Context: an optimization exercise on an open-source flow, tuned for small area. The choices shown serve that exercise and are no tape-out recipe.
Function was checked by simulation only, so behaviour that the tests miss may differ from the original.
Power figures rest on the tool's default switching activity, not on a simulated workload.

## design/flow/design.v

```verilog
module bb_aoi222 (
    input  wire [2:0] a,
    input  wire [2:0] s,
    output wire       y
);
    assign y = ~((a[0] & s[0]) | (a[1] & s[1]) | (a[2] & s[2]));
endmodule
module bb_and2 (
    input  wire a,
    input  wire b,
    output wire y
);
    assign y = a & b;
endmodule
module bb_aoi22 (
    input  wire [1:0] a,
    input  wire [1:0] s,
    output wire       y
);
    assign y = ~((a[0] & s[0]) | (a[1] & s[1]));
endmodule
module bb_nand2 (
    input  wire a,
    input  wire b,
    output wire y
);
    assign y = ~(a & b);
endmodule
module bitbang_core (
    input  wire        clk,
    input  wire        rst,           
    input  wire [10:0] host_addr,     
    input  wire        host_we,
    input  wire [31:0] host_wdata,
    input  wire        host_re,
    output reg  [31:0] host_rdata,    
    output wire        busy,
    output wire        ev_valid,
    output wire [1:0]  ev_kind,       
    output wire [2:0]  ev_role,
    output wire        ev_level,
    output wire [31:0] ev_dur,
    input  wire        ev_ack,
    input  wire        ev_fault,
    input  wire [7:0]  ev_info,
    input  wire        ev_rlevel
);
    localparam [29:0] TICKS = 30'd1000000000;
    localparam [3:0] OP_XLATE = 4'h1, OP_SPI_INIT = 4'h2, OP_SPI_FREE = 4'h3,
                     OP_SPI_XFER = 4'h4, OP_I2C_INIT = 4'h5, OP_I2C_FREE = 4'h6,
                     OP_I2C_WRITE = 4'h7, OP_I2C_READ = 4'h8, OP_I2C_WRRD = 4'h9,
                     OP_SER_INIT = 4'hA, OP_SER_FREE = 4'hB, OP_SER_WRITE = 4'hC,
                     OP_SER_READ = 4'hD;
    localparam [2:0] R_SCK = 3'd0, R_MOSI = 3'd1, R_MISO = 3'd2, R_SCL = 3'd3,
                     R_SDA = 3'd4, R_TX = 3'd5, R_RX = 3'd6;
    localparam [1:0] K_WRITE = 2'd0, K_READ = 2'd1, K_DELAY = 2'd2;
    localparam [2:0] E_OK = 3'd0, E_PIN = 3'd1, E_NACK = 3'd2, E_PARITY = 3'd3,
                     E_FRAME = 3'd4, E_CONFIG = 3'd5, E_ILLEGAL = 3'd6;
    localparam [2:0] PH_START1 = 3'd0, PH_START2 = 3'd1, PH_ADDR1 = 3'd2,
                     PH_ADDR2 = 3'd3, PH_WDATA = 3'd4, PH_RDATA = 3'd5,
                     PH_STOP = 3'd6, PH_FSTOP = 3'd7;
    reg        st_busy, st_done;
    reg [2:0]  st_err;
    reg        spi_valid, i2c_valid, ser_valid;
    reg [11:0] pinerr;               
    reg        po_sck, po_mosi, po_scl, po_sda, po_tx;
    reg [31:0] xl_rate;
    reg [29:0] xl_delay;
    reg [2:0]  spi_cfg;              
    reg [31:0] spi_rate;
    reg [28:0] spi_delay;
    reg [31:0] i2c_rate;
    reg [28:0] i2c_delay;
    reg [5:0]  ser_cfg;              
    reg [31:0] ser_rate;
    reg [29:0] ser_tbit;
    reg [7:0]  ser_rxdata;
    reg        dvp;                  
    reg [3:0]  op;
    reg [6:0]  addr7;                
    reg [7:0]  cnta, cntb;           
    reg [7:0]  bidx;                 
    reg [7:0]  sh;                   
    reg [2:0]  s;                    
    reg [3:0]  k;                    
    reg [2:0]  ph;                   
    reg        pacc;                 
    reg        stop2n;               
    reg        epin;                 
    reg        mwr, mrd;             
    reg [29:0] rem;                  
    wire [29:0] q = {cnta, cntb, sh, addr7[6:1]};
    reg        dph;                  
    reg        dbl;                  
    assign busy = st_busy;
    wire        dv_full  = (op == OP_SER_INIT) | ((op == OP_XLATE) & addr7[0]);
    reg [28:0] ser_thalf;
    reg [29:0] dv_res;               
    function [29:0] inc30(input [29:0] x, input cin, input skip);
        integer i;
        reg c, g;
        begin
            g = cin;
            c = cin;
            for (i = 0; i < 30; i = i + 1) begin
                if (skip && i == 15) begin
                    g = g & (&x[14:0]);
                    c = g;
                end
                inc30[i] = x[i] ^ c;
                c = x[i] & c;
            end
        end
    endfunction
    always @(*) begin
        ser_thalf = inc30({1'b0, ser_tbit[29:1]}, ser_tbit[0], 1'b1);
        dv_res    = inc30({q[29] & dv_full, q[28:0]}, rem != 30'd0, 1'b0);
    end
    wire       spi_cpha  = spi_cfg[0];
    wire       spi_cpol  = spi_cfg[1];
    wire       spi_lsbf  = spi_cfg[2];
    wire [1:0] ser_dbits = ser_cfg[1:0];
    wire       ser_pen   = ser_cfg[2];
    wire       ser_podd  = ser_cfg[3];
    wire       ser_stop2 = ser_cfg[4];
    wire       ser_msbf  = ser_cfg[5];
    wire [3:0] ser_n     = 4'd5 + {2'b00, ser_dbits};
    wire       f_spi  = (op == OP_SPI_XFER);
    wire       f_i2c  = (op == OP_I2C_WRITE) | (op == OP_I2C_READ) | (op == OP_I2C_WRRD);
    wire       f_tx   = (op == OP_SER_WRITE);
    wire       f_rx   = (op == OP_SER_READ);
    wire       f_ser  = f_tx | f_rx;
    wire       f_init = ~f_spi & ~f_i2c & ~f_ser;    
    wire       c_start = (k == 4'd0);
    wire       c_data  = ~c_start & (k <= ser_n);
    wire       c_par   = ser_pen & (k == ser_n + 4'd1);
    wire       c_stop  = ~c_start & ~c_data & ~c_par;
    wire       c_last  = c_stop & (stop2n | ~ser_stop2);
    wire       lsbf    = f_spi ? spi_lsbf : (f_ser & ~ser_msbf);
    wire [2:0] topb    = f_ser ? {1'b1, ser_dbits} : 3'd7;
    wire       sh_out  = lsbf ? sh[0] : sh[topb];
    function [7:0] shifted(input [7:0] v, input din);
        integer j;
        begin
            if (!lsbf) shifted = {v[6:0], din};
            else begin
                for (j = 0; j < 8; j = j + 1)
                    shifted[j] = (j == topb) ? din : ((j == 7) ? 1'b0 : v[(j + 1) % 8]);
            end
        end
    endfunction
    reg        e_valid;
    reg [1:0]  e_kind;
    reg [2:0]  e_role;
    reg        e_level;
    reg        i2c_last_step;
    wire [1:0] i2c_proc = (ph[2:1] == 2'b00) ? 2'd0 :           
                          (ph[2:1] == 2'b11) ? 2'd3 :           
                          (((ph == PH_RDATA) ^ (k == 4'd8)) ? 2'd2 : 2'd1);   
    always @(*) begin
        e_valid = 1'b1;
        e_kind  = K_WRITE;
        e_role  = R_SCK;
        e_level = 1'b1;
        i2c_last_step = 1'b0;
        if (f_spi) begin
            case ({spi_cpha, s})
                4'b0_000: begin e_role = R_MOSI; e_level = sh_out; end
                4'b0_001: e_kind = K_DELAY;
                4'b0_010: begin e_role = R_SCK; e_level = ~spi_cpol; end
                4'b0_011: begin e_kind = K_READ; e_role = R_MISO; end
                4'b0_100: e_kind = K_DELAY;
                4'b0_101: begin e_role = R_SCK; e_level = spi_cpol; end
                4'b1_000: begin e_role = R_SCK; e_level = ~spi_cpol; end
                4'b1_001: begin e_role = R_MOSI; e_level = sh_out; end
                4'b1_010: e_kind = K_DELAY;
                4'b1_011: begin e_role = R_SCK; e_level = spi_cpol; end
                4'b1_100: begin e_kind = K_READ; e_role = R_MISO; end
                default:  e_kind = K_DELAY;
            endcase
        end else if (f_i2c) begin
            case (i2c_proc)
                2'd0: case (s)    
                    3'd0: e_role = R_SDA;
                    3'd1: e_kind = K_DELAY;
                    3'd2: e_role = R_SCL;
                    3'd3: begin e_kind = K_READ; e_role = R_SCL; end
                    3'd4: e_kind = K_DELAY;
                    3'd5: begin e_role = R_SDA; e_level = 1'b0; end
                    3'd6: e_kind = K_DELAY;
                    default: begin e_role = R_SCL; e_level = 1'b0; i2c_last_step = 1'b1; end
                endcase
                2'd1: case (s)    
                    3'd0: begin
                        e_role = R_SDA;
                        e_level = (ph == PH_RDATA) ? (cntb == 8'd1) : sh[7];
                    end
                    3'd1: e_kind = K_DELAY;
                    3'd2: e_role = R_SCL;
                    3'd3: begin e_kind = K_READ; e_role = R_SCL; end
                    3'd4: e_kind = K_DELAY;
                    default: begin e_role = R_SCL; e_level = 1'b0; i2c_last_step = 1'b1; end
                endcase
                2'd2: case (s)    
                    3'd0: e_role = R_SDA;
                    3'd1: e_kind = K_DELAY;
                    3'd2: e_role = R_SCL;
                    3'd3: begin e_kind = K_READ; e_role = R_SCL; end
                    3'd4: e_kind = K_DELAY;
                    3'd5: begin e_kind = K_READ; e_role = R_SDA; end
                    default: begin e_role = R_SCL; e_level = 1'b0; i2c_last_step = 1'b1; end
                endcase
                default: case (s)    
                    3'd0: begin e_role = R_SCL; e_level = 1'b0; end
                    3'd1: begin e_role = R_SDA; e_level = 1'b0; end
                    3'd2: e_kind = K_DELAY;
                    3'd3: e_role = R_SCL;
                    3'd4: begin e_kind = K_READ; e_role = R_SCL; end
                    3'd5: e_kind = K_DELAY;
                    3'd6: e_role = R_SDA;
                    default: begin e_kind = K_DELAY; i2c_last_step = 1'b1; end
                endcase
            endcase
        end else if (f_tx) begin
            if (s == 3'd0) begin
                e_role = R_TX;
                if (c_start)     e_level = 1'b0;
                else if (c_data) e_level = sh_out;
                else if (c_par)  e_level = pacc ^ ser_podd;
            end else
                e_kind = K_DELAY;
        end else if (f_rx) begin
            if (s == 3'd0 || s == 3'd3) begin
                e_kind = K_READ; e_role = R_RX;
            end else
                e_kind = K_DELAY;
        end else begin
            e_valid = (op != OP_XLATE);
            case (op)
                OP_SPI_INIT: e_level = spi_cpol;
                OP_I2C_INIT: e_role = (s == 3'd0) ? R_SCL : R_SDA;
                default:     e_role = R_TX;
            endcase
        end
        if (!st_busy || dvp || mwr || mrd)
            e_valid = 1'b0;
    end
    assign ev_valid = e_valid;
    assign ev_kind  = e_kind;
    assign ev_role  = e_role;
    assign ev_level = e_level;
    assign ev_dur   = {2'b00, f_spi ? {1'b0, spi_delay} :
                              f_i2c ? {1'b0, i2c_delay} :
                              (f_rx && s == 3'd1) ? {1'b0, ser_thalf} : ser_tbit};
    wire ev_done = e_valid & ev_ack;
    wire ev_bad  = ev_done & ev_fault & (e_kind != K_DELAY);
    wire ev_good = ev_done & ~ev_bad;
    wire ev_wr   = (e_kind == K_WRITE);
    wire        dv_dbit  = TICKS[5'd29 - bidx[4:0]];
    wire [29:0] dv_sh    = {rem[28:0], dv_dbit};
    reg  [30:0] dv_rate;
    always @(*) begin
        case (op)
            OP_SPI_INIT: dv_rate = spi_rate[30:0];
            OP_I2C_INIT: dv_rate = i2c_rate[30:0];
            OP_SER_INIT: dv_rate = ser_rate[30:0];
            default:     dv_rate = xl_rate[30:0];
        endcase
    end
    reg  [29:0] dv_diff;
    reg         dv_fits, dv_blo;
    always @(*) begin : dvsub
        integer i;
        reg b;
        b = 1'b0;
        for (i = 0; i < 30; i = i + 1) begin
            if (i == 15) begin
                dv_blo = b;
                b = dbl;
            end
            dv_diff[i] = dv_sh[i] ^ dv_rate[i] ^ b;
            b = (~dv_sh[i] & dv_rate[i]) | (~(dv_sh[i] ^ dv_rate[i]) & b);
        end
        dv_fits = ~(b | dv_rate[30]);
    end
    wire        dv_last  = (bidx[4:0] == {4'b1110, dv_full});
    wire        aligned  = (host_addr[1:0] == 2'b00);
    wire        hw       = host_we & aligned & ~st_busy;
    wire        hw_cmd   = hw & (host_addr == 11'h000);
    wire [3:0]  c_op     = host_wdata[3:0];
    wire [7:0]  c_lena   = host_wdata[23:16];
    wire [7:0]  c_lenb   = host_wdata[31:24];
    reg         c_illegal, c_rate_bad;
    wire        xl_bad   = xl_rate[31]  | (xl_rate  == 32'd0);
    wire        spi_bad  = spi_rate[31] | (spi_rate == 32'd0);
    wire        i2c_bad  = i2c_rate[31] | (i2c_rate == 32'd0);
    wire        ser_bad  = ser_rate[31] | (ser_rate == 32'd0);
    always @(*) begin
        case (c_op)
            OP_XLATE:     c_illegal = 1'b0;
            OP_SPI_INIT:  c_illegal = spi_valid;
            OP_SPI_FREE,
            OP_SPI_XFER:  c_illegal = ~spi_valid;
            OP_I2C_INIT:  c_illegal = i2c_valid;
            OP_I2C_FREE,
            OP_I2C_WRITE,
            OP_I2C_READ:  c_illegal = ~i2c_valid;
            OP_I2C_WRRD:  c_illegal = ~i2c_valid | (({1'b0, c_lena} + {1'b0, c_lenb}) > 9'd256);
            OP_SER_INIT:  c_illegal = ser_valid;
            OP_SER_FREE,
            OP_SER_WRITE,
            OP_SER_READ:  c_illegal = ~ser_valid;
            default:      c_illegal = 1'b1;
        endcase
        case (c_op)
            OP_SPI_INIT:  c_rate_bad = spi_bad;
            OP_I2C_INIT:  c_rate_bad = i2c_bad;
            OP_SER_INIT:  c_rate_bad = ser_bad;
            default:      c_rate_bad = xl_bad;
        endcase
    end
    wire        host_bufrd = host_re & host_addr[10];
    wire        port_seq   = st_busy & ~host_bufrd;
    wire [7:0]  b_idx      = port_seq ? bidx : host_addr[9:2];
    wire        b_we       = (hw & host_addr[10]) | (port_seq & mwr);
    reg  [7:0]  b_rd;
    wire [7:0]  b_wd       = rst ? 8'd0 : (~b_we ? b_rd : (st_busy ? sh : host_wdata[7:0]));
    reg  [15:0] b_pa, b_pb;
    always @(*) begin : pdec
        integer i;
        for (i = 0; i < 16; i = i + 1) begin
            b_pa[i] = rst | (b_idx[3:0] == i[3:0]);
            b_pb[i] = rst | (b_idx[7:4] == i[3:0]);
        end
    end
    wire [255:0] b_sel;
    wire [2047:0] b_flat;
    genvar gi, gb;
    generate
        for (gi = 0; gi < 256; gi = gi + 1) begin : g_buf
            reg [7:0] m;
            always @(posedge clk)
                if (b_sel[gi])
                    m <= b_wd;
            assign b_flat[gi*8 +: 8] = m;
        end
        for (gi = 0; gi < 256; gi = gi + 1) begin : g_dec
            bb_and2 u_d (.a(b_pa[gi % 16]), .b(b_pb[gi / 16]), .y(b_sel[gi]));
        end
        for (gb = 0; gb < 8; gb = gb + 1) begin : g_rd
            wire [85:0] y;
            for (gi = 0; gi < 85; gi = gi + 1) begin : g_t
                bb_aoi222 u_t (
                    .a({b_flat[(3*gi+2)*8+gb], b_flat[(3*gi+1)*8+gb], b_flat[(3*gi)*8+gb]}),
                    .s(b_sel[3*gi+2:3*gi]),
                    .y(y[gi]));
            end
            assign y[85] = ~(b_flat[255*8+gb] & b_sel[255]);
            always @(*) b_rd[gb] = ~&y;
        end
    endgenerate
    wire        rd_reg = aligned & ~rst & (host_addr[10:7] == 4'd0);
    wire        rs_st  = rd_reg & (host_addr[6:2] == 5'h01);
    wire        rs_pe  = rd_reg & (host_addr[6:2] == 5'h02);
    wire        rs_po  = rd_reg & (host_addr[6:2] == 5'h03);
    wire        rs_xr  = rd_reg & (host_addr[6:2] == 5'h04);
    wire        rs_xd  = rd_reg & (host_addr[6:2] == 5'h05);
    wire        rs_sc  = rd_reg & (host_addr[6:2] == 5'h08);
    wire        rs_sr  = rd_reg & (host_addr[6:2] == 5'h09);
    wire        rs_sd  = rd_reg & (host_addr[6:2] == 5'h0A);
    wire        rs_ir  = rd_reg & (host_addr[6:2] == 5'h0C);
    wire        rs_id  = rd_reg & (host_addr[6:2] == 5'h0D);
    wire        rs_ec  = rd_reg & (host_addr[6:2] == 5'h10);
    wire        rs_er  = rd_reg & (host_addr[6:2] == 5'h11);
    wire        rs_et  = rd_reg & (host_addr[6:2] == 5'h12);
    wire        rs_eh  = rd_reg & (host_addr[6:2] == 5'h13);
    wire        rs_rx  = rd_reg & (host_addr[6:2] == 5'h14);
    wire        rs_bf  = aligned & ~rst & host_addr[10];
    wire [31:0] rd_val;
    wire rdt0_0, rdt0_1, rdt0_2, rdt0_3, rdt0_4, rdt0_5;
    bb_aoi222 u_rdt0_0 (.a({po_sck, pinerr[0], st_busy}), .s({rs_po, rs_pe, rs_st}), .y(rdt0_0));
    bb_aoi222 u_rdt0_1 (.a({spi_cfg[0], xl_delay[0], xl_rate[0]}), .s({rs_sc, rs_xd, rs_xr}), .y(rdt0_1));
    bb_aoi222 u_rdt0_2 (.a({i2c_rate[0], spi_delay[0], spi_rate[0]}), .s({rs_ir, rs_sd, rs_sr}), .y(rdt0_2));
    bb_aoi222 u_rdt0_3 (.a({ser_rate[0], ser_cfg[0], i2c_delay[0]}), .s({rs_er, rs_ec, rs_id}), .y(rdt0_3));
    bb_aoi222 u_rdt0_4 (.a({ser_rxdata[0], ser_thalf[0], ser_tbit[0]}), .s({rs_rx, rs_eh, rs_et}), .y(rdt0_4));
    bb_nand2 u_rdt0_5 (.a(b_rd[0]), .b(rs_bf), .y(rdt0_5));
    assign rd_val[0] = ~&{rdt0_0, rdt0_1, rdt0_2, rdt0_3, rdt0_4, rdt0_5};
    wire rdt1_0, rdt1_1, rdt1_2, rdt1_3, rdt1_4, rdt1_5;
    bb_aoi222 u_rdt1_0 (.a({po_mosi, pinerr[1], st_done}), .s({rs_po, rs_pe, rs_st}), .y(rdt1_0));
    bb_aoi222 u_rdt1_1 (.a({spi_cfg[1], xl_delay[1], xl_rate[1]}), .s({rs_sc, rs_xd, rs_xr}), .y(rdt1_1));
    bb_aoi222 u_rdt1_2 (.a({i2c_rate[1], spi_delay[1], spi_rate[1]}), .s({rs_ir, rs_sd, rs_sr}), .y(rdt1_2));
    bb_aoi222 u_rdt1_3 (.a({ser_rate[1], ser_cfg[1], i2c_delay[1]}), .s({rs_er, rs_ec, rs_id}), .y(rdt1_3));
    bb_aoi222 u_rdt1_4 (.a({ser_rxdata[1], ser_thalf[1], ser_tbit[1]}), .s({rs_rx, rs_eh, rs_et}), .y(rdt1_4));
    bb_nand2 u_rdt1_5 (.a(b_rd[1]), .b(rs_bf), .y(rdt1_5));
    assign rd_val[1] = ~&{rdt1_0, rdt1_1, rdt1_2, rdt1_3, rdt1_4, rdt1_5};
    wire rdt2_0, rdt2_1, rdt2_2, rdt2_3, rdt2_4;
    bb_aoi222 u_rdt2_0 (.a({xl_delay[2], xl_rate[2], pinerr[2]}), .s({rs_xd, rs_xr, rs_pe}), .y(rdt2_0));
    bb_aoi222 u_rdt2_1 (.a({spi_delay[2], spi_rate[2], spi_cfg[2]}), .s({rs_sd, rs_sr, rs_sc}), .y(rdt2_1));
    bb_aoi222 u_rdt2_2 (.a({ser_cfg[2], i2c_delay[2], i2c_rate[2]}), .s({rs_ec, rs_id, rs_ir}), .y(rdt2_2));
    bb_aoi222 u_rdt2_3 (.a({ser_thalf[2], ser_tbit[2], ser_rate[2]}), .s({rs_eh, rs_et, rs_er}), .y(rdt2_3));
    bb_aoi22 u_rdt2_4 (.a({b_rd[2], ser_rxdata[2]}), .s({rs_bf, rs_rx}), .y(rdt2_4));
    assign rd_val[2] = ~&{rdt2_0, rdt2_1, rdt2_2, rdt2_3, rdt2_4};
    wire rdt3_0, rdt3_1, rdt3_2, rdt3_3, rdt3_4;
    bb_aoi222 u_rdt3_0 (.a({xl_rate[3], po_scl, pinerr[3]}), .s({rs_xr, rs_po, rs_pe}), .y(rdt3_0));
    bb_aoi222 u_rdt3_1 (.a({spi_delay[3], spi_rate[3], xl_delay[3]}), .s({rs_sd, rs_sr, rs_xd}), .y(rdt3_1));
    bb_aoi222 u_rdt3_2 (.a({ser_cfg[3], i2c_delay[3], i2c_rate[3]}), .s({rs_ec, rs_id, rs_ir}), .y(rdt3_2));
    bb_aoi222 u_rdt3_3 (.a({ser_thalf[3], ser_tbit[3], ser_rate[3]}), .s({rs_eh, rs_et, rs_er}), .y(rdt3_3));
    bb_aoi22 u_rdt3_4 (.a({b_rd[3], ser_rxdata[3]}), .s({rs_bf, rs_rx}), .y(rdt3_4));
    assign rd_val[3] = ~&{rdt3_0, rdt3_1, rdt3_2, rdt3_3, rdt3_4};
    wire rdt4_0, rdt4_1, rdt4_2, rdt4_3, rdt4_4;
    bb_aoi222 u_rdt4_0 (.a({xl_rate[4], po_sda, st_err[0]}), .s({rs_xr, rs_po, rs_st}), .y(rdt4_0));
    bb_aoi222 u_rdt4_1 (.a({spi_delay[4], spi_rate[4], xl_delay[4]}), .s({rs_sd, rs_sr, rs_xd}), .y(rdt4_1));
    bb_aoi222 u_rdt4_2 (.a({ser_cfg[4], i2c_delay[4], i2c_rate[4]}), .s({rs_ec, rs_id, rs_ir}), .y(rdt4_2));
    bb_aoi222 u_rdt4_3 (.a({ser_thalf[4], ser_tbit[4], ser_rate[4]}), .s({rs_eh, rs_et, rs_er}), .y(rdt4_3));
    bb_aoi22 u_rdt4_4 (.a({b_rd[4], ser_rxdata[4]}), .s({rs_bf, rs_rx}), .y(rdt4_4));
    assign rd_val[4] = ~&{rdt4_0, rdt4_1, rdt4_2, rdt4_3, rdt4_4};
    wire rdt5_0, rdt5_1, rdt5_2, rdt5_3, rdt5_4;
    bb_aoi222 u_rdt5_0 (.a({xl_rate[5], po_tx, st_err[1]}), .s({rs_xr, rs_po, rs_st}), .y(rdt5_0));
    bb_aoi222 u_rdt5_1 (.a({spi_delay[5], spi_rate[5], xl_delay[5]}), .s({rs_sd, rs_sr, rs_xd}), .y(rdt5_1));
    bb_aoi222 u_rdt5_2 (.a({ser_cfg[5], i2c_delay[5], i2c_rate[5]}), .s({rs_ec, rs_id, rs_ir}), .y(rdt5_2));
    bb_aoi222 u_rdt5_3 (.a({ser_thalf[5], ser_tbit[5], ser_rate[5]}), .s({rs_eh, rs_et, rs_er}), .y(rdt5_3));
    bb_aoi22 u_rdt5_4 (.a({b_rd[5], ser_rxdata[5]}), .s({rs_bf, rs_rx}), .y(rdt5_4));
    assign rd_val[5] = ~&{rdt5_0, rdt5_1, rdt5_2, rdt5_3, rdt5_4};
    wire rdt6_0, rdt6_1, rdt6_2, rdt6_3;
    bb_aoi222 u_rdt6_0 (.a({xl_delay[6], xl_rate[6], st_err[2]}), .s({rs_xd, rs_xr, rs_st}), .y(rdt6_0));
    bb_aoi222 u_rdt6_1 (.a({i2c_rate[6], spi_delay[6], spi_rate[6]}), .s({rs_ir, rs_sd, rs_sr}), .y(rdt6_1));
    bb_aoi222 u_rdt6_2 (.a({ser_tbit[6], ser_rate[6], i2c_delay[6]}), .s({rs_et, rs_er, rs_id}), .y(rdt6_2));
    bb_aoi222 u_rdt6_3 (.a({b_rd[6], ser_rxdata[6], ser_thalf[6]}), .s({rs_bf, rs_rx, rs_eh}), .y(rdt6_3));
    assign rd_val[6] = ~&{rdt6_0, rdt6_1, rdt6_2, rdt6_3};
    wire rdt7_0, rdt7_1, rdt7_2, rdt7_3;
    bb_aoi222 u_rdt7_0 (.a({spi_rate[7], xl_delay[7], xl_rate[7]}), .s({rs_sr, rs_xd, rs_xr}), .y(rdt7_0));
    bb_aoi222 u_rdt7_1 (.a({i2c_delay[7], i2c_rate[7], spi_delay[7]}), .s({rs_id, rs_ir, rs_sd}), .y(rdt7_1));
    bb_aoi222 u_rdt7_2 (.a({ser_thalf[7], ser_tbit[7], ser_rate[7]}), .s({rs_eh, rs_et, rs_er}), .y(rdt7_2));
    bb_aoi22 u_rdt7_3 (.a({b_rd[7], ser_rxdata[7]}), .s({rs_bf, rs_rx}), .y(rdt7_3));
    assign rd_val[7] = ~&{rdt7_0, rdt7_1, rdt7_2, rdt7_3};
    wire rdt8_0, rdt8_1, rdt8_2, rdt8_3;
    bb_aoi222 u_rdt8_0 (.a({xl_rate[8], pinerr[4], spi_valid}), .s({rs_xr, rs_pe, rs_st}), .y(rdt8_0));
    bb_aoi222 u_rdt8_1 (.a({spi_delay[8], spi_rate[8], xl_delay[8]}), .s({rs_sd, rs_sr, rs_xd}), .y(rdt8_1));
    bb_aoi222 u_rdt8_2 (.a({ser_rate[8], i2c_delay[8], i2c_rate[8]}), .s({rs_er, rs_id, rs_ir}), .y(rdt8_2));
    bb_aoi22 u_rdt8_3 (.a({ser_thalf[8], ser_tbit[8]}), .s({rs_eh, rs_et}), .y(rdt8_3));
    assign rd_val[8] = ~&{rdt8_0, rdt8_1, rdt8_2, rdt8_3};
    wire rdt9_0, rdt9_1, rdt9_2, rdt9_3;
    bb_aoi222 u_rdt9_0 (.a({xl_rate[9], pinerr[5], i2c_valid}), .s({rs_xr, rs_pe, rs_st}), .y(rdt9_0));
    bb_aoi222 u_rdt9_1 (.a({spi_delay[9], spi_rate[9], xl_delay[9]}), .s({rs_sd, rs_sr, rs_xd}), .y(rdt9_1));
    bb_aoi222 u_rdt9_2 (.a({ser_rate[9], i2c_delay[9], i2c_rate[9]}), .s({rs_er, rs_id, rs_ir}), .y(rdt9_2));
    bb_aoi22 u_rdt9_3 (.a({ser_thalf[9], ser_tbit[9]}), .s({rs_eh, rs_et}), .y(rdt9_3));
    assign rd_val[9] = ~&{rdt9_0, rdt9_1, rdt9_2, rdt9_3};
    wire rdt10_0, rdt10_1, rdt10_2, rdt10_3;
    bb_aoi222 u_rdt10_0 (.a({xl_rate[10], pinerr[6], ser_valid}), .s({rs_xr, rs_pe, rs_st}), .y(rdt10_0));
    bb_aoi222 u_rdt10_1 (.a({spi_delay[10], spi_rate[10], xl_delay[10]}), .s({rs_sd, rs_sr, rs_xd}), .y(rdt10_1));
    bb_aoi222 u_rdt10_2 (.a({ser_rate[10], i2c_delay[10], i2c_rate[10]}), .s({rs_er, rs_id, rs_ir}), .y(rdt10_2));
    bb_aoi22 u_rdt10_3 (.a({ser_thalf[10], ser_tbit[10]}), .s({rs_eh, rs_et}), .y(rdt10_3));
    assign rd_val[10] = ~&{rdt10_0, rdt10_1, rdt10_2, rdt10_3};
    wire rdt11_0, rdt11_1, rdt11_2, rdt11_3;
    bb_aoi222 u_rdt11_0 (.a({xl_delay[11], xl_rate[11], pinerr[7]}), .s({rs_xd, rs_xr, rs_pe}), .y(rdt11_0));
    bb_aoi222 u_rdt11_1 (.a({i2c_rate[11], spi_delay[11], spi_rate[11]}), .s({rs_ir, rs_sd, rs_sr}), .y(rdt11_1));
    bb_aoi222 u_rdt11_2 (.a({ser_tbit[11], ser_rate[11], i2c_delay[11]}), .s({rs_et, rs_er, rs_id}), .y(rdt11_2));
    bb_nand2 u_rdt11_3 (.a(ser_thalf[11]), .b(rs_eh), .y(rdt11_3));
    assign rd_val[11] = ~&{rdt11_0, rdt11_1, rdt11_2, rdt11_3};
    wire rdt12_0, rdt12_1, rdt12_2, rdt12_3;
    bb_aoi222 u_rdt12_0 (.a({xl_delay[12], xl_rate[12], pinerr[8]}), .s({rs_xd, rs_xr, rs_pe}), .y(rdt12_0));
    bb_aoi222 u_rdt12_1 (.a({i2c_rate[12], spi_delay[12], spi_rate[12]}), .s({rs_ir, rs_sd, rs_sr}), .y(rdt12_1));
    bb_aoi222 u_rdt12_2 (.a({ser_tbit[12], ser_rate[12], i2c_delay[12]}), .s({rs_et, rs_er, rs_id}), .y(rdt12_2));
    bb_nand2 u_rdt12_3 (.a(ser_thalf[12]), .b(rs_eh), .y(rdt12_3));
    assign rd_val[12] = ~&{rdt12_0, rdt12_1, rdt12_2, rdt12_3};
    wire rdt13_0, rdt13_1, rdt13_2, rdt13_3;
    bb_aoi222 u_rdt13_0 (.a({xl_delay[13], xl_rate[13], pinerr[9]}), .s({rs_xd, rs_xr, rs_pe}), .y(rdt13_0));
    bb_aoi222 u_rdt13_1 (.a({i2c_rate[13], spi_delay[13], spi_rate[13]}), .s({rs_ir, rs_sd, rs_sr}), .y(rdt13_1));
    bb_aoi222 u_rdt13_2 (.a({ser_tbit[13], ser_rate[13], i2c_delay[13]}), .s({rs_et, rs_er, rs_id}), .y(rdt13_2));
    bb_nand2 u_rdt13_3 (.a(ser_thalf[13]), .b(rs_eh), .y(rdt13_3));
    assign rd_val[13] = ~&{rdt13_0, rdt13_1, rdt13_2, rdt13_3};
    wire rdt14_0, rdt14_1, rdt14_2, rdt14_3;
    bb_aoi222 u_rdt14_0 (.a({xl_delay[14], xl_rate[14], pinerr[10]}), .s({rs_xd, rs_xr, rs_pe}), .y(rdt14_0));
    bb_aoi222 u_rdt14_1 (.a({i2c_rate[14], spi_delay[14], spi_rate[14]}), .s({rs_ir, rs_sd, rs_sr}), .y(rdt14_1));
    bb_aoi222 u_rdt14_2 (.a({ser_tbit[14], ser_rate[14], i2c_delay[14]}), .s({rs_et, rs_er, rs_id}), .y(rdt14_2));
    bb_nand2 u_rdt14_3 (.a(ser_thalf[14]), .b(rs_eh), .y(rdt14_3));
    assign rd_val[14] = ~&{rdt14_0, rdt14_1, rdt14_2, rdt14_3};
    wire rdt15_0, rdt15_1, rdt15_2, rdt15_3;
    bb_aoi222 u_rdt15_0 (.a({xl_delay[15], xl_rate[15], pinerr[11]}), .s({rs_xd, rs_xr, rs_pe}), .y(rdt15_0));
    bb_aoi222 u_rdt15_1 (.a({i2c_rate[15], spi_delay[15], spi_rate[15]}), .s({rs_ir, rs_sd, rs_sr}), .y(rdt15_1));
    bb_aoi222 u_rdt15_2 (.a({ser_tbit[15], ser_rate[15], i2c_delay[15]}), .s({rs_et, rs_er, rs_id}), .y(rdt15_2));
    bb_nand2 u_rdt15_3 (.a(ser_thalf[15]), .b(rs_eh), .y(rdt15_3));
    assign rd_val[15] = ~&{rdt15_0, rdt15_1, rdt15_2, rdt15_3};
    wire rdt16_0, rdt16_1, rdt16_2;
    bb_aoi222 u_rdt16_0 (.a({spi_rate[16], xl_delay[16], xl_rate[16]}), .s({rs_sr, rs_xd, rs_xr}), .y(rdt16_0));
    bb_aoi222 u_rdt16_1 (.a({i2c_delay[16], i2c_rate[16], spi_delay[16]}), .s({rs_id, rs_ir, rs_sd}), .y(rdt16_1));
    bb_aoi222 u_rdt16_2 (.a({ser_thalf[16], ser_tbit[16], ser_rate[16]}), .s({rs_eh, rs_et, rs_er}), .y(rdt16_2));
    assign rd_val[16] = ~&{rdt16_0, rdt16_1, rdt16_2};
    wire rdt17_0, rdt17_1, rdt17_2;
    bb_aoi222 u_rdt17_0 (.a({spi_rate[17], xl_delay[17], xl_rate[17]}), .s({rs_sr, rs_xd, rs_xr}), .y(rdt17_0));
    bb_aoi222 u_rdt17_1 (.a({i2c_delay[17], i2c_rate[17], spi_delay[17]}), .s({rs_id, rs_ir, rs_sd}), .y(rdt17_1));
    bb_aoi222 u_rdt17_2 (.a({ser_thalf[17], ser_tbit[17], ser_rate[17]}), .s({rs_eh, rs_et, rs_er}), .y(rdt17_2));
    assign rd_val[17] = ~&{rdt17_0, rdt17_1, rdt17_2};
    wire rdt18_0, rdt18_1, rdt18_2;
    bb_aoi222 u_rdt18_0 (.a({spi_rate[18], xl_delay[18], xl_rate[18]}), .s({rs_sr, rs_xd, rs_xr}), .y(rdt18_0));
    bb_aoi222 u_rdt18_1 (.a({i2c_delay[18], i2c_rate[18], spi_delay[18]}), .s({rs_id, rs_ir, rs_sd}), .y(rdt18_1));
    bb_aoi222 u_rdt18_2 (.a({ser_thalf[18], ser_tbit[18], ser_rate[18]}), .s({rs_eh, rs_et, rs_er}), .y(rdt18_2));
    assign rd_val[18] = ~&{rdt18_0, rdt18_1, rdt18_2};
    wire rdt19_0, rdt19_1, rdt19_2;
    bb_aoi222 u_rdt19_0 (.a({spi_rate[19], xl_delay[19], xl_rate[19]}), .s({rs_sr, rs_xd, rs_xr}), .y(rdt19_0));
    bb_aoi222 u_rdt19_1 (.a({i2c_delay[19], i2c_rate[19], spi_delay[19]}), .s({rs_id, rs_ir, rs_sd}), .y(rdt19_1));
    bb_aoi222 u_rdt19_2 (.a({ser_thalf[19], ser_tbit[19], ser_rate[19]}), .s({rs_eh, rs_et, rs_er}), .y(rdt19_2));
    assign rd_val[19] = ~&{rdt19_0, rdt19_1, rdt19_2};
    wire rdt20_0, rdt20_1, rdt20_2;
    bb_aoi222 u_rdt20_0 (.a({spi_rate[20], xl_delay[20], xl_rate[20]}), .s({rs_sr, rs_xd, rs_xr}), .y(rdt20_0));
    bb_aoi222 u_rdt20_1 (.a({i2c_delay[20], i2c_rate[20], spi_delay[20]}), .s({rs_id, rs_ir, rs_sd}), .y(rdt20_1));
    bb_aoi222 u_rdt20_2 (.a({ser_thalf[20], ser_tbit[20], ser_rate[20]}), .s({rs_eh, rs_et, rs_er}), .y(rdt20_2));
    assign rd_val[20] = ~&{rdt20_0, rdt20_1, rdt20_2};
    wire rdt21_0, rdt21_1, rdt21_2;
    bb_aoi222 u_rdt21_0 (.a({spi_rate[21], xl_delay[21], xl_rate[21]}), .s({rs_sr, rs_xd, rs_xr}), .y(rdt21_0));
    bb_aoi222 u_rdt21_1 (.a({i2c_delay[21], i2c_rate[21], spi_delay[21]}), .s({rs_id, rs_ir, rs_sd}), .y(rdt21_1));
    bb_aoi222 u_rdt21_2 (.a({ser_thalf[21], ser_tbit[21], ser_rate[21]}), .s({rs_eh, rs_et, rs_er}), .y(rdt21_2));
    assign rd_val[21] = ~&{rdt21_0, rdt21_1, rdt21_2};
    wire rdt22_0, rdt22_1, rdt22_2;
    bb_aoi222 u_rdt22_0 (.a({spi_rate[22], xl_delay[22], xl_rate[22]}), .s({rs_sr, rs_xd, rs_xr}), .y(rdt22_0));
    bb_aoi222 u_rdt22_1 (.a({i2c_delay[22], i2c_rate[22], spi_delay[22]}), .s({rs_id, rs_ir, rs_sd}), .y(rdt22_1));
    bb_aoi222 u_rdt22_2 (.a({ser_thalf[22], ser_tbit[22], ser_rate[22]}), .s({rs_eh, rs_et, rs_er}), .y(rdt22_2));
    assign rd_val[22] = ~&{rdt22_0, rdt22_1, rdt22_2};
    wire rdt23_0, rdt23_1, rdt23_2;
    bb_aoi222 u_rdt23_0 (.a({spi_rate[23], xl_delay[23], xl_rate[23]}), .s({rs_sr, rs_xd, rs_xr}), .y(rdt23_0));
    bb_aoi222 u_rdt23_1 (.a({i2c_delay[23], i2c_rate[23], spi_delay[23]}), .s({rs_id, rs_ir, rs_sd}), .y(rdt23_1));
    bb_aoi222 u_rdt23_2 (.a({ser_thalf[23], ser_tbit[23], ser_rate[23]}), .s({rs_eh, rs_et, rs_er}), .y(rdt23_2));
    assign rd_val[23] = ~&{rdt23_0, rdt23_1, rdt23_2};
    wire rdt24_0, rdt24_1, rdt24_2;
    bb_aoi222 u_rdt24_0 (.a({spi_rate[24], xl_delay[24], xl_rate[24]}), .s({rs_sr, rs_xd, rs_xr}), .y(rdt24_0));
    bb_aoi222 u_rdt24_1 (.a({i2c_delay[24], i2c_rate[24], spi_delay[24]}), .s({rs_id, rs_ir, rs_sd}), .y(rdt24_1));
    bb_aoi222 u_rdt24_2 (.a({ser_thalf[24], ser_tbit[24], ser_rate[24]}), .s({rs_eh, rs_et, rs_er}), .y(rdt24_2));
    assign rd_val[24] = ~&{rdt24_0, rdt24_1, rdt24_2};
    wire rdt25_0, rdt25_1, rdt25_2;
    bb_aoi222 u_rdt25_0 (.a({spi_rate[25], xl_delay[25], xl_rate[25]}), .s({rs_sr, rs_xd, rs_xr}), .y(rdt25_0));
    bb_aoi222 u_rdt25_1 (.a({i2c_delay[25], i2c_rate[25], spi_delay[25]}), .s({rs_id, rs_ir, rs_sd}), .y(rdt25_1));
    bb_aoi222 u_rdt25_2 (.a({ser_thalf[25], ser_tbit[25], ser_rate[25]}), .s({rs_eh, rs_et, rs_er}), .y(rdt25_2));
    assign rd_val[25] = ~&{rdt25_0, rdt25_1, rdt25_2};
    wire rdt26_0, rdt26_1, rdt26_2;
    bb_aoi222 u_rdt26_0 (.a({spi_rate[26], xl_delay[26], xl_rate[26]}), .s({rs_sr, rs_xd, rs_xr}), .y(rdt26_0));
    bb_aoi222 u_rdt26_1 (.a({i2c_delay[26], i2c_rate[26], spi_delay[26]}), .s({rs_id, rs_ir, rs_sd}), .y(rdt26_1));
    bb_aoi222 u_rdt26_2 (.a({ser_thalf[26], ser_tbit[26], ser_rate[26]}), .s({rs_eh, rs_et, rs_er}), .y(rdt26_2));
    assign rd_val[26] = ~&{rdt26_0, rdt26_1, rdt26_2};
    wire rdt27_0, rdt27_1, rdt27_2;
    bb_aoi222 u_rdt27_0 (.a({spi_rate[27], xl_delay[27], xl_rate[27]}), .s({rs_sr, rs_xd, rs_xr}), .y(rdt27_0));
    bb_aoi222 u_rdt27_1 (.a({i2c_delay[27], i2c_rate[27], spi_delay[27]}), .s({rs_id, rs_ir, rs_sd}), .y(rdt27_1));
    bb_aoi222 u_rdt27_2 (.a({ser_thalf[27], ser_tbit[27], ser_rate[27]}), .s({rs_eh, rs_et, rs_er}), .y(rdt27_2));
    assign rd_val[27] = ~&{rdt27_0, rdt27_1, rdt27_2};
    wire rdt28_0, rdt28_1, rdt28_2;
    bb_aoi222 u_rdt28_0 (.a({spi_rate[28], xl_delay[28], xl_rate[28]}), .s({rs_sr, rs_xd, rs_xr}), .y(rdt28_0));
    bb_aoi222 u_rdt28_1 (.a({i2c_delay[28], i2c_rate[28], spi_delay[28]}), .s({rs_id, rs_ir, rs_sd}), .y(rdt28_1));
    bb_aoi222 u_rdt28_2 (.a({ser_thalf[28], ser_tbit[28], ser_rate[28]}), .s({rs_eh, rs_et, rs_er}), .y(rdt28_2));
    assign rd_val[28] = ~&{rdt28_0, rdt28_1, rdt28_2};
    wire rdt29_0, rdt29_1;
    bb_aoi222 u_rdt29_0 (.a({spi_rate[29], xl_delay[29], xl_rate[29]}), .s({rs_sr, rs_xd, rs_xr}), .y(rdt29_0));
    bb_aoi222 u_rdt29_1 (.a({ser_tbit[29], ser_rate[29], i2c_rate[29]}), .s({rs_et, rs_er, rs_ir}), .y(rdt29_1));
    assign rd_val[29] = ~&{rdt29_0, rdt29_1};
    wire rdt30_0, rdt30_1;
    bb_aoi222 u_rdt30_0 (.a({i2c_rate[30], spi_rate[30], xl_rate[30]}), .s({rs_ir, rs_sr, rs_xr}), .y(rdt30_0));
    bb_nand2 u_rdt30_1 (.a(ser_rate[30]), .b(rs_er), .y(rdt30_1));
    assign rd_val[30] = ~&{rdt30_0, rdt30_1};
    wire rdt31_0, rdt31_1;
    bb_aoi222 u_rdt31_0 (.a({i2c_rate[31], spi_rate[31], xl_rate[31]}), .s({rs_ir, rs_sr, rs_xr}), .y(rdt31_0));
    bb_nand2 u_rdt31_1 (.a(ser_rate[31]), .b(rs_er), .y(rdt31_1));
    assign rd_val[31] = ~&{rdt31_0, rdt31_1};
    always @(posedge clk)
        if (rst | host_re)
            host_rdata <= rd_val;
    wire [31:0] hwd     = host_wdata & {32{~rst}};
    wire [29:0] dres    = dv_res & {30{~rst}};
    wire        w_xlr   = hw & (host_addr == 11'h010);
    wire        w_spic  = hw & (host_addr == 11'h020) & ~spi_valid;
    wire        w_spir  = hw & (host_addr == 11'h024) & ~spi_valid;
    wire        w_i2cr  = hw & (host_addr == 11'h030) & ~i2c_valid;
    wire        w_serc  = hw & (host_addr == 11'h040) & ~ser_valid;
    wire        w_serr  = hw & (host_addr == 11'h044) & ~ser_valid;
    wire        init_ok = st_busy & f_init & ~dvp &
                          ((op == OP_XLATE) | (ev_good & ~((op == OP_I2C_INIT) & (s == 3'd0))));
    always @(posedge clk) begin
        if (rst | w_xlr)  xl_rate  <= hwd;
        if (rst | w_spic) spi_cfg  <= hwd[2:0];
        if (rst | w_spir) spi_rate <= hwd;
        if (rst | w_i2cr) i2c_rate <= hwd;
        if (rst | w_serc) ser_cfg  <= {hwd[5:2], host_wdata[1:0] | {2{rst}}};
        if (rst | w_serr) ser_rate <= hwd;
        if (rst | (init_ok & (op == OP_XLATE)))    xl_delay  <= dres;
        if (rst | (init_ok & (op == OP_SPI_INIT))) spi_delay <= dres[28:0];
        if (rst | (init_ok & (op == OP_I2C_INIT))) i2c_delay <= dres[28:0];
        if (rst | (init_ok & (op == OP_SER_INIT))) ser_tbit  <= dres;
    end
    task finish(input [2:0] code);
        begin
            st_err  <= code;
            st_done <= 1'b1;
            st_busy <= 1'b0;
        end
    endtask
    task finish_pin(input [11:0] pin);
        begin
            finish(E_PIN);
            pinerr <= pin;
        end
    endtask
    wire [11:0] ev_pin = {ev_info, ev_wr, e_role};
    always @(posedge clk) begin
        if (rst) begin
            st_busy    <= 1'b0;
            st_done    <= 1'b0;
            st_err     <= 3'd0;
            spi_valid  <= 1'b0;
            i2c_valid  <= 1'b0;
            ser_valid  <= 1'b0;
            pinerr     <= 12'd0;
            po_sck     <= 1'b0;
            po_mosi    <= 1'b0;
            po_scl     <= 1'b1;
            po_sda     <= 1'b1;
            po_tx      <= 1'b1;
            ser_rxdata <= 8'd0;
        end else begin
            if (ev_good && ev_wr) begin
                case (e_role)
                    R_SCK:  po_sck  <= e_level;
                    R_MOSI: po_mosi <= e_level;
                    R_SCL:  po_scl  <= e_level;
                    R_SDA:  po_sda  <= e_level;
                    R_TX:   po_tx   <= e_level;
                    default: ;
                endcase
            end
            if (!st_busy) begin
                if (hw_cmd) begin
                    op      <= c_op;
                    addr7   <= host_wdata[10:4];
                    cnta    <= c_lena;
                    cntb    <= c_lenb;
                    st_done <= 1'b0;
                    st_err  <= 3'd0;
                    bidx    <= 8'd0;
                    s       <= 3'd0;
                    k       <= 4'd0;
                    ph      <= PH_START1;
                    sh      <= (c_op == OP_SER_READ) ? 8'd0 : c_lena;
                    pacc    <= 1'b0;
                    stop2n  <= 1'b0;
                    rem     <= 30'd0;
                    mwr     <= 1'b0;
                    mrd     <= (c_op == OP_SPI_XFER);
                    dph     <= 1'b0;
                    dvp     <= (c_op == OP_XLATE) | (c_op == OP_SPI_INIT) |
                               (c_op == OP_I2C_INIT) | (c_op == OP_SER_INIT);
                    if (c_illegal) begin
                        finish(E_ILLEGAL);
                    end else begin
                        case (c_op)
                            OP_XLATE, OP_SPI_INIT, OP_I2C_INIT, OP_SER_INIT: begin
                                if (c_rate_bad) finish(E_CONFIG);
                                else st_busy <= 1'b1;
                            end
                            OP_SPI_FREE: begin spi_valid <= 1'b0; finish(E_OK); end
                            OP_I2C_FREE: begin i2c_valid <= 1'b0; finish(E_OK); end
                            OP_SER_FREE: begin ser_valid <= 1'b0; finish(E_OK); end
                            OP_SPI_XFER: begin
                                if (c_lena == 8'd0) finish(E_OK);
                                else st_busy <= 1'b1;
                            end
                            default: st_busy <= 1'b1;    
                        endcase
                    end
                end
            end else if (mwr) begin
                if (port_seq) begin
                    mwr  <= 1'b0;
                    bidx <= bidx + 8'd1;
                    if (f_spi) begin
                        cnta <= cnta - 8'd1;
                        if (cnta == 8'd1) finish(E_OK);
                        else mrd <= 1'b1;
                    end else begin
                        cntb <= cntb - 8'd1;
                        if (cntb == 8'd1) ph <= PH_STOP;
                    end
                end
            end else if (mrd) begin
                if (port_seq) begin
                    mrd <= 1'b0;
                    sh  <= b_rd;
                end
            end else if (f_init) begin
                if (dvp) begin
                    dph <= ~dph;
                    dbl <= dv_blo;
                    if (dph) begin
                        bidx <= bidx + 8'd1;
                        rem  <= dv_fits ? dv_diff : dv_sh;
                        {cnta, cntb, sh, addr7[6:1]} <= {q[28:0], dv_fits};
                        if (dv_last) dvp <= 1'b0;
                    end
                end else if (op == OP_XLATE) begin
                    finish(E_OK);
                end else if (ev_done) begin
                    if (ev_bad) finish_pin(ev_pin);
                    else if (op == OP_I2C_INIT && s == 3'd0) s <= 3'd1;
                    else begin
                        finish(E_OK);
                        case (op)
                            OP_SPI_INIT: spi_valid <= 1'b1;
                            OP_I2C_INIT: i2c_valid <= 1'b1;
                            default:     ser_valid <= 1'b1;
                        endcase
                    end
                end
            end else if (f_spi) begin
                if (ev_done) begin
                    if (ev_bad) finish_pin(ev_pin);
                    else begin
                        if (s == (spi_cpha ? 3'd4 : 3'd3))
                            sh <= shifted(sh, ev_rlevel);
                        if (s != 3'd5) s <= s + 3'd1;
                        else begin
                            s <= 3'd0;
                            k <= {1'b0, k[2:0] + 3'd1};
                            if (k[2:0] == 3'd7) mwr <= 1'b1;
                        end
                    end
                end
            end else if (f_i2c) begin
                if (ev_done) begin
                    if (ev_bad) begin
                        if (ph == PH_FSTOP) begin
                            if (epin) finish_pin({sh, k});
                            else finish(E_NACK);
                        end else if (ph == PH_STOP)
                            finish_pin(ev_pin);
                        else begin
                            epin <= 1'b1;
                            sh   <= ev_info;
                            k    <= {ev_wr, e_role};
                            ph   <= PH_FSTOP;
                            s    <= 3'd0;
                        end
                    end else if (e_kind == K_READ && e_role == R_SCL && !ev_rlevel) begin
                    end else if (!i2c_last_step) begin
                        s <= s + 3'd1;
                        if ((i2c_proc == 2'd1 && s == 3'd0 && ph != PH_RDATA) ||
                            (i2c_proc == 2'd2 && s == 3'd5))
                            sh <= {sh[6:0], ev_rlevel};
                    end else begin
                        s <= 3'd0;
                        case (ph)
                            PH_START1, PH_START2: begin
                                ph <= (ph == PH_START1) ? PH_ADDR1 : PH_ADDR2;
                                sh <= {addr7, (ph == PH_START2) || (op == OP_I2C_READ)};
                                k  <= 4'd0;
                            end
                            PH_STOP: finish(E_OK);
                            PH_FSTOP: begin
                                if (epin) finish_pin({sh, k});
                                else finish(E_NACK);
                            end
                            PH_RDATA: begin
                                if (k != 4'd8) k <= k + 4'd1;
                                else begin
                                    k   <= 4'd0;
                                    mwr <= 1'b1;
                                end
                            end
                            default: begin   
                                if (k != 4'd8) k <= k + 4'd1;
                                else begin
                                    k <= 4'd0;
                                    if (sh[0]) begin
                                        epin <= 1'b0;
                                        ph   <= PH_FSTOP;
                                    end else if (ph == PH_ADDR2 || op == OP_I2C_READ) begin
                                        ph <= (cntb != 8'd0) ? PH_RDATA : PH_STOP;
                                    end else begin
                                        if (ph == PH_WDATA) begin
                                            bidx <= bidx + 8'd1;
                                            cnta <= cnta - 8'd1;
                                        end
                                        if ((ph == PH_WDATA) ? (cnta != 8'd1) : (cnta != 8'd0)) begin
                                            ph  <= PH_WDATA;
                                            mrd <= 1'b1;
                                        end else
                                            ph <= (op == OP_I2C_WRRD) ? PH_START2 : PH_STOP;
                                    end
                                end
                            end
                        endcase
                    end
                end
            end else if (f_tx) begin
                if (ev_done) begin
                    if (ev_bad) finish_pin(ev_pin);
                    else if (s == 3'd0) begin
                        s <= 3'd1;
                        if (c_data) begin
                            pacc <= pacc ^ sh_out;
                            sh   <= shifted(sh, 1'b0);
                        end
                    end else begin
                        s <= 3'd0;
                        if (c_last) finish(E_OK);
                        else if (c_stop) stop2n <= 1'b1;
                        else k <= k + 4'd1;
                    end
                end
            end else begin
                if (ev_done) begin
                    if (ev_bad) finish_pin(ev_pin);
                    else case (s)
                        3'd0: if (!ev_rlevel) s <= 3'd1;
                        3'd1: begin s <= 3'd2; k <= 4'd1; end
                        3'd2: s <= 3'd3;
                        default: begin
                            s <= 3'd2;
                            if (c_data) begin
                                sh   <= shifted(sh, ev_rlevel);
                                pacc <= pacc ^ ev_rlevel;
                                k    <= k + 4'd1;
                            end else if (c_par) begin
                                if (ev_rlevel != (pacc ^ ser_podd)) finish(E_PARITY);
                                else k <= k + 4'd1;
                            end else begin
                                if (!ev_rlevel) finish(E_FRAME);
                                else if (c_last) begin
                                    ser_rxdata <= sh;
                                    finish(E_OK);
                                end else stop2n <= 1'b1;
                            end
                        end
                    endcase
                end
            end
        end
    end
endmodule
```

## design/flow/flow/run.sh

```bash
#!/bin/bash
# The standard layout (the standard.sh, unchanged synthesis), with two
# options passed to ORFS through its environment:
# - clock tree: clkbuf_16 sink clusters of at most 25 flip-flops within 80 um,
#   without the dummy loads CTS adds to balance the tree;
# - port buffers: sky130_fd_sc_hd__buf_1.
set -euo pipefail
export CTS_ARGS="-sink_clustering_enable -repair_clock_nets -sink_clustering_size 25 -sink_clustering_max_diameter 80 -buf_list sky130_fd_sc_hd__clkbuf_16 -dont_use_dummy_load"
export BUFFER_PORTS_ARGS="-buffer_cell sky130_fd_sc_hd__buf_1"
bash standard.sh > flow.log 2>&1
```

## design/flow/standard.sh

```bash
#!/bin/bash
# synth_recipe.tcl (not shown) runs the flow's synth.tcl, then flattens the netlist and writes it again
# the make line also repeats each setting of config.mk as NAME=value (left out here)
make -C /OpenROAD-flow-scripts/flow DESIGN_CONFIG=/design/flow/config.mk WORK_HOME=/design/flow/orfs CLKGATE_MAP_FILE= SYNTH_SCRIPT=/design/flow/synth_recipe.tcl "${@:-finish}"
```

## design/flow/config.mk

```make
export PLATFORM = sky130hd
export DESIGN_NAME = bitbang_core
export DESIGN_NICKNAME = bitbang_core
export VERILOG_FILES = /design/flow/design.v
export SDC_FILE = /design/flow/constraint.sdc
export NUM_CORES = 8
export LEC_CHECK = 0
export CAP_MARGIN = 20
export CORE_MARGIN = 2
export CORE_UTILIZATION = 70
export PLACE_DENSITY = 0.8
export SLEW_MARGIN = 20
export SYNTH_HIERARCHICAL = 1
```

## design/flow/constraint.sdc

```tcl
create_clock -name core_clock -period 10.0 [get_ports {clk}]
set_input_delay 2.0000 -clock core_clock [delete_from_list [all_inputs] [get_ports {clk}]]
set_output_delay 2.0000 -clock core_clock [all_outputs]
set_load 0.01 [all_outputs]
```

==> impl_summary.txt <==
----------------------------------------------------
[Run status]
  Status ... timing/DRC/antenna clean

[Logic synthesis]
  Area share of fa/ha/maj cells after synthesis ... under 10%
  Dominant combinational cell family by area after synthesis ... compound AO/OA/AOI/OAI gates
  Share of synthesized cell area in and, or, nand and nor gates ... approximately 7.4%
  Number of warnings issued by yosys ... 7
  Share of synthesized area spent on multiplexers ... 0.8688%
  Xor and xnor area share after synthesis ... less than 1%
  Post-synth EDFFs ... ~2400
  Fraction of the yosys area taken by sequential cells ... 76.99%
  Share of async-settable or async-resettable flops after synthesis ... 0%
  Post-synth design cell area ... between 0.09 and 0.1 mm^2
  Post-synthesis compound-gate area fraction ... 11.91%
  Count of distinct cell types in the synthesized netlist ... slightly above 90
  Flip-flop and latch count after synthesis ... 2459
  Flip-flop cell with the highest count after synthesis ... sky130_fd_sc_hd__edfxtp_1
  Post-Synthesis Mean Instance Area ... roughly 17 um^2
  Cell count after synthesis ... roughly 5500

[Power]
  Power after layout ... roughly 18 mW
  IR drop worst, VDD ... 0.0002191 V
  Leakage ... ~32 nW
  Ratio of total power to cell area ... 178.7 mW/mm^2

[Timing]
  Final-report setup violation count ... 0
  Final hold violation count ... 0
  Tightest hold margin ... 0.5298 ns
  Pin slew with the least headroom to its limit ... around 1.2 ns
  Max Slew Vio Count ... 0
  Final Worst Setup Slack ... about 0.9 ns
  Fin crit period ... around 9.1 ns
  Final sum of negative setup slack ... 0 ns
  Max_slew headroom ... roughly a fifth
  Final Cycle Share ... around nine tenths
  Unrepaired setup endpoints after global routing ... false
  Worst setup skew after layout ... ~0.090 ns
  F_max ... around 110 MHz

[Detailed routing]
  Average routed wire per standard cell ... approximately 33 um
  Via-per-instance ratio ... 7.838
  Vias ... ~59000
  First-pass DRT Iterations ... 13
  DRT iter0 DRCs ... about 13000
  Detail Route Antenna Nets ... 0
  Drt drc ... 0
  Routed WL ... approximately 250 mm

[GRT]
  Total track usage ... a little over a third
  Number of antenna violations at the first check in global routing ... 29
  Global-route wire length before repair ... 360.8 mm
  Pin count of the biggest net entering global routing ... about 260
  Vias in the first global route ... ~55000
  Total grt overflow ... 0

[Clock network]
  Sink count of the clock tree ... about 2500
  Later-pin clock latency in the skew report ... about 0.8 ns
  Post-CTS resize count ... 0
  CTS HTree Levels ... 3
  TritonCTS Buffers ... ~110
  Buffer levels on the longest clock path ... 3
  TritonCTS clock tree ... done
  Post-CTS setup buffers ... 0
  Clock input transition at the sequential cells of the worst setup and hold paths ... about 0.1 ns
  Number of hold buffers added after cts ... 0
  Cell at the root of the clock tree ... sky130_fd_sc_hd__clkbuf_16

[Floorplan]
  Standard-cell rows ... roughly 140
  Die X-Extent ... between 300 and 400 um
  Die area ... roughly 0.14 mm^2
  Area of the core region ... approximately 0.14 mm^2
  Initial core utilization ... a little over two thirds
  Die outline height ... 373.3 um
  Top-level port count ... between 100 and 150

[Worst setup path]
  Count of buffer and inverter cells on the critical path ... 4
  Cell depth of the worst flop-to-flop path ... 25
  Kind of end point of the critical path ... register
  Cell family with most CP delay ... adder cells
  Most frequent cell on the critical path ... sky130_fd_sc_hd__fa_1
  CP Launch Type ... register
  Longest individual stage delay on the worst path ... between 0.7 and 0.8 ns
  Stages on worst setup path ... 25
  Start-to-end type of the worst setup path ... register to register
  Required time worst endpoint ... roughly 11 ns
  CP max stage cell ... sky130_fd_sc_hd__edfxtp_1
  Reg-to-reg slack, setup ... 0.90 ns
  Data arrival, critical path ... just under 10 ns
  Critical Path Fanout Max ... 29

[Cells and area]
  Synth-to-Final Area Change ... 6.495%
  # fillers ... between 7000 and 8000
  Multi-input gate area in the final layout ... ~0.022 mm^2
  Layout net count ... 5855
  Post-route design area ... about 0.10 mm^2
  Sequential cell area in the final layout ... approximately 0.074 mm^2
  Share of cells above drive strength 1 ... about 5.3%

[Worst hold path]
  Class of the tightest hold or removal check ... register to register
  Min-Delay Path Depth ... 1

[Placement]
  Number of port buffers ... 127
  Post-place instance area ... a little under 0.1 mm^2
  Place WS ... between 1 and 1.5 ns
  Final Wtd Congestion ... between 1 and 1.5
  Final HPWL from detailed placement ... roughly 150 mm

[Run]
  Max-cap violations ... 0

----------------------------------------------------
-- where the power goes --
group	switching [mW]	internal (mW)
logic	0.983	0.304
registers	0.160	11.8
clock network	2.89	1.99
total	4.04	14.1
-- Yosys cell counts, types with 10 or more instances --
| cell type | number | area [um^2] |
|---|---|---|
| sky130_fd_sc_hd__buf_2 | 16 | 80.08 |
| sky130_fd_sc_hd__dfxtp_1 | 33 | 660.6 |
| sky130_fd_sc_hd__o21a_1 | 11 | 82.58 |
| sky130_fd_sc_hd__nor2b_1 | 74 | 462.9 |
| sky130_fd_sc_hd__mux2_2 | 15 | 168.9 |
| sky130_fd_sc_hd__and2_1 | 264 | 1652 |
| sky130_fd_sc_hd__nor3_1 | 44 | 220.2 |
| sky130_fd_sc_hd__o22ai_1 | 10 | 62.56 |
| sky130_fd_sc_hd__o31ai_1 | 12 | 90.09 |
| sky130_fd_sc_hd__ha_1 | 95 | 1189 |
| sky130_fd_sc_hd__nand4_1 | 207 | 1295 |
| sky130_fd_sc_hd__a31oi_1 | 17 | 106.4 |
| sky130_fd_sc_hd__nor4_1 | 83 | 519.3 |
| sky130_fd_sc_hd__clkbuf_1 | 102 | 382.9 |
| sky130_fd_sc_hd__nand2b_1 | 29 | 181.4 |
| sky130_fd_sc_hd__fa_1 | 30 | 600.6 |
| sky130_fd_sc_hd__xor2_1 | 12 | 105.1 |
| sky130_fd_sc_hd__inv_1 | 55 | 206.5 |
| sky130_fd_sc_hd__o211ai_1 | 18 | 135.1 |
| sky130_fd_sc_hd__a21oi_1 | 107 | 535.5 |
| sky130_fd_sc_hd__a22o_1 | 13 | 113.9 |
| sky130_fd_sc_hd__a222oi_1 | 810 | 8108 |
| sky130_fd_sc_hd__a211oi_1 | 33 | 247.7 |
| sky130_fd_sc_hd__o2bb2ai_1 | 11 | 96.34 |
| sky130_fd_sc_hd__mux2i_1 | 66 | 660.6 |
| sky130_fd_sc_hd__nand2_1 | 288 | 1081 |
| sky130_fd_sc_hd__o21ai_0 | 113 | 565.5 |
| sky130_fd_sc_hd__and3_1 | 18 | 112.6 |
| sky130_fd_sc_hd__a21o_1 | 14 | 105.1 |
| sky130_fd_sc_hd__a22oi_1 | 39 | 292.8 |
| sky130_fd_sc_hd__edfxtp_1 | 2426 | 72850 |
| sky130_fd_sc_hd__nand3_1 | 67 | 335.3 |
| sky130_fd_sc_hd__nand3b_1 | 16 | 120.1 |
| sky130_fd_sc_hd__buf_1 | 10 | 37.54 |
| sky130_fd_sc_hd__nor2_1 | 138 | 518.0 |
-- cells by family (layout without fill, tap and decap cells) --
group | Yosys count | count (layout)
other | 1 | 17
AND/OR/NAND/NOR | 1293 | 1293
multiplexers | 81 | 81
XOR/XNOR | 19 | 19
buffers and inverters | 189 | 395
flip-flops | 2459 | 2459
adder cells (fa/ha/maj) | 125 | 125
AO/OA/AOI/OAI | 1296 | 1296
-- layout by cell type, fill, tap and decap left out, drive strengths merged, types with 9 or more instances in the layout --
cell type | netlist | final
nor3 | 47 | 47
a211oi | 33 | 33
a31oi | 18 | 18
fa | 30 | 30
and3 | 18 | 18
o2bb2ai | 11 | 11
o21ai | 116 | 116
a22o | 13 | 13
a222oi | 810 | 810
mux2i | 66 | 66
nand4 | 207 | 207
o22ai | 10 | 10
o31ai | 12 | 12
clkbuf | 102 | 113
buf | 30 | 225
ha | 95 | 95
or3 | 9 | 9
nor2 | 141 | 141
and2 | 264 | 264
nor4 | 83 | 83
nand2b | 29 | 29
a21oi | 107 | 107
nor2b | 74 | 74
o21a | 11 | 11
diode | 0 | 15
a21o | 14 | 14
xor2 | 12 | 12
dfxtp | 33 | 33
o211ai | 19 | 19
a22oi | 47 | 47
inv | 57 | 57
edfxtp | 2426 | 2426
mux2 | 15 | 15
nand3b | 16 | 16
nand2 | 289 | 289
nand3 | 67 | 67
-- worst reg2reg max path: stages, from the launching register on --
cell and delay [ns]:
sky130_fd_sc_hd__edfxtp_1 0.73, sky130_fd_sc_hd__nor3b_2 0.30, sky130_fd_sc_hd__buf_4 0.21, sky130_fd_sc_hd__or3_1 0.42, sky130_fd_sc_hd__buf_4 0.25, sky130_fd_sc_hd__a21oi_1 0.19
sky130_fd_sc_hd__fa_1 0.19, sky130_fd_sc_hd__inv_1 0.05, sky130_fd_sc_hd__fa_1 0.37, sky130_fd_sc_hd__fa_1 0.39, sky130_fd_sc_hd__fa_1 0.39, sky130_fd_sc_hd__fa_1 0.39
sky130_fd_sc_hd__fa_1 0.38, sky130_fd_sc_hd__fa_1 0.39, sky130_fd_sc_hd__fa_1 0.39, sky130_fd_sc_hd__fa_1 0.39, sky130_fd_sc_hd__fa_1 0.39, sky130_fd_sc_hd__fa_1 0.39
sky130_fd_sc_hd__fa_1 0.43, sky130_fd_sc_hd__fa_1 0.42, sky130_fd_sc_hd__fa_1 0.40, sky130_fd_sc_hd__fa_1 0.39, sky130_fd_sc_hd__nand4_1 0.52, sky130_fd_sc_hd__buf_4 0.34
sky130_fd_sc_hd__nand2_1 0.08, sky130_fd_sc_hd__a21oi_1 0.17
-- Yosys stat by module, one instance, submodules excluded --
module,flip-flops and latches,cell area [um^2],cells
bb_aoi22,0,12.51,1
bb_nand2,0,3.754,1
bb_and2,0,6.256,1
bitbang_core,2459,85940,4410
bb_aoi222,0,10.01,1
-- area by class of cell --
cell class,instances,area share [%]
Timing Repair Buffer,226,1.358
Clock buffer,112,2.756
Multi-Input combinational cell,2816,21.15
Sequential cell,2459,72.29
Antenna cell,15,0.03691
Tap cell,1781,2.191
Inverter,57,0.2104
-- path summary, 6_finish.rpt --
kind / start / end
min reg2reg: pinerr[1]$_SDFFE_PP0P_ / pinerr[1]$_SDFFE_PP0P_
min: pinerr[1]$_SDFFE_PP0P_ / pinerr[1]$_SDFFE_PP0P_
max: op[2]$_DFFE_PP_ / rem[9]$_SDFFCE_PN0P_
max reg2reg: op[2]$_DFFE_PP_ / rem[9]$_SDFFCE_PN0P_
-- layer usage --
metal	GRT usage (%)	routed length, um
met5	0	0
met4	15.26	12590
met3	6.844	32040
met2	53.07	113500
met1	50.18	88450
-- through the flow --
stage / instances / util, %
finish: 7466 / 75.06
global route: 7461 / 75.05
CTS: 7447 / 74.95
detailed placement: 7335 / 72.88
global placement: 7334 / 72.87
floorplan: 5464 / -
-- sequential cells by signal (all words and copies together), names as in the netlist, 4 cells and up --
signal	count
bidx	8
sh	8
spi_delay	29
xl_delay	30
pinerr	12
g_buf.m	2048
addr7	7
cntb	8
host_rdata	32
cnta	8
k	4
i2c_rate	32
i2c_delay	29
spi_rate	32
rem	30
ser_tbit	30
ser_rxdata	8
op	4
xl_rate	32
ser_cfg	6
ser_rate	32

## separate check: timing with driven ports
The results above use ideal ports. As a check the final layout listed here was re-extracted and re-timed, cells and wires unchanged.
Step 1: set_driving_cell puts a clkbuf_16 on clk and a buf_2 on each other input, an assumption about the parent block.
Step 2 adds t to the input delays and takes it off the output delays; t is the mean of the earliest and latest rising clock arrival at the registers after step 1. Input paths then give back, and output paths get back, about the clock's delay inside the block.
Slacks: ideal ports / drivers / drivers and shift; pairs: ideal ports / drivers.
t, ns: 0.836
slack for setup (ns): 0.900 / 0.900 / 0.900
worst setup path after step 2: register to register
latest minus earliest clock arrival (ns): 0.095 / 0.096
slew at the worst register clock pin (ns): 0.10 / 0.10
After both steps setup and hold are still met in this run. For this run, drivers alone change the setup slack by 0.000 ns; drivers and shift together by 0.000 ns.
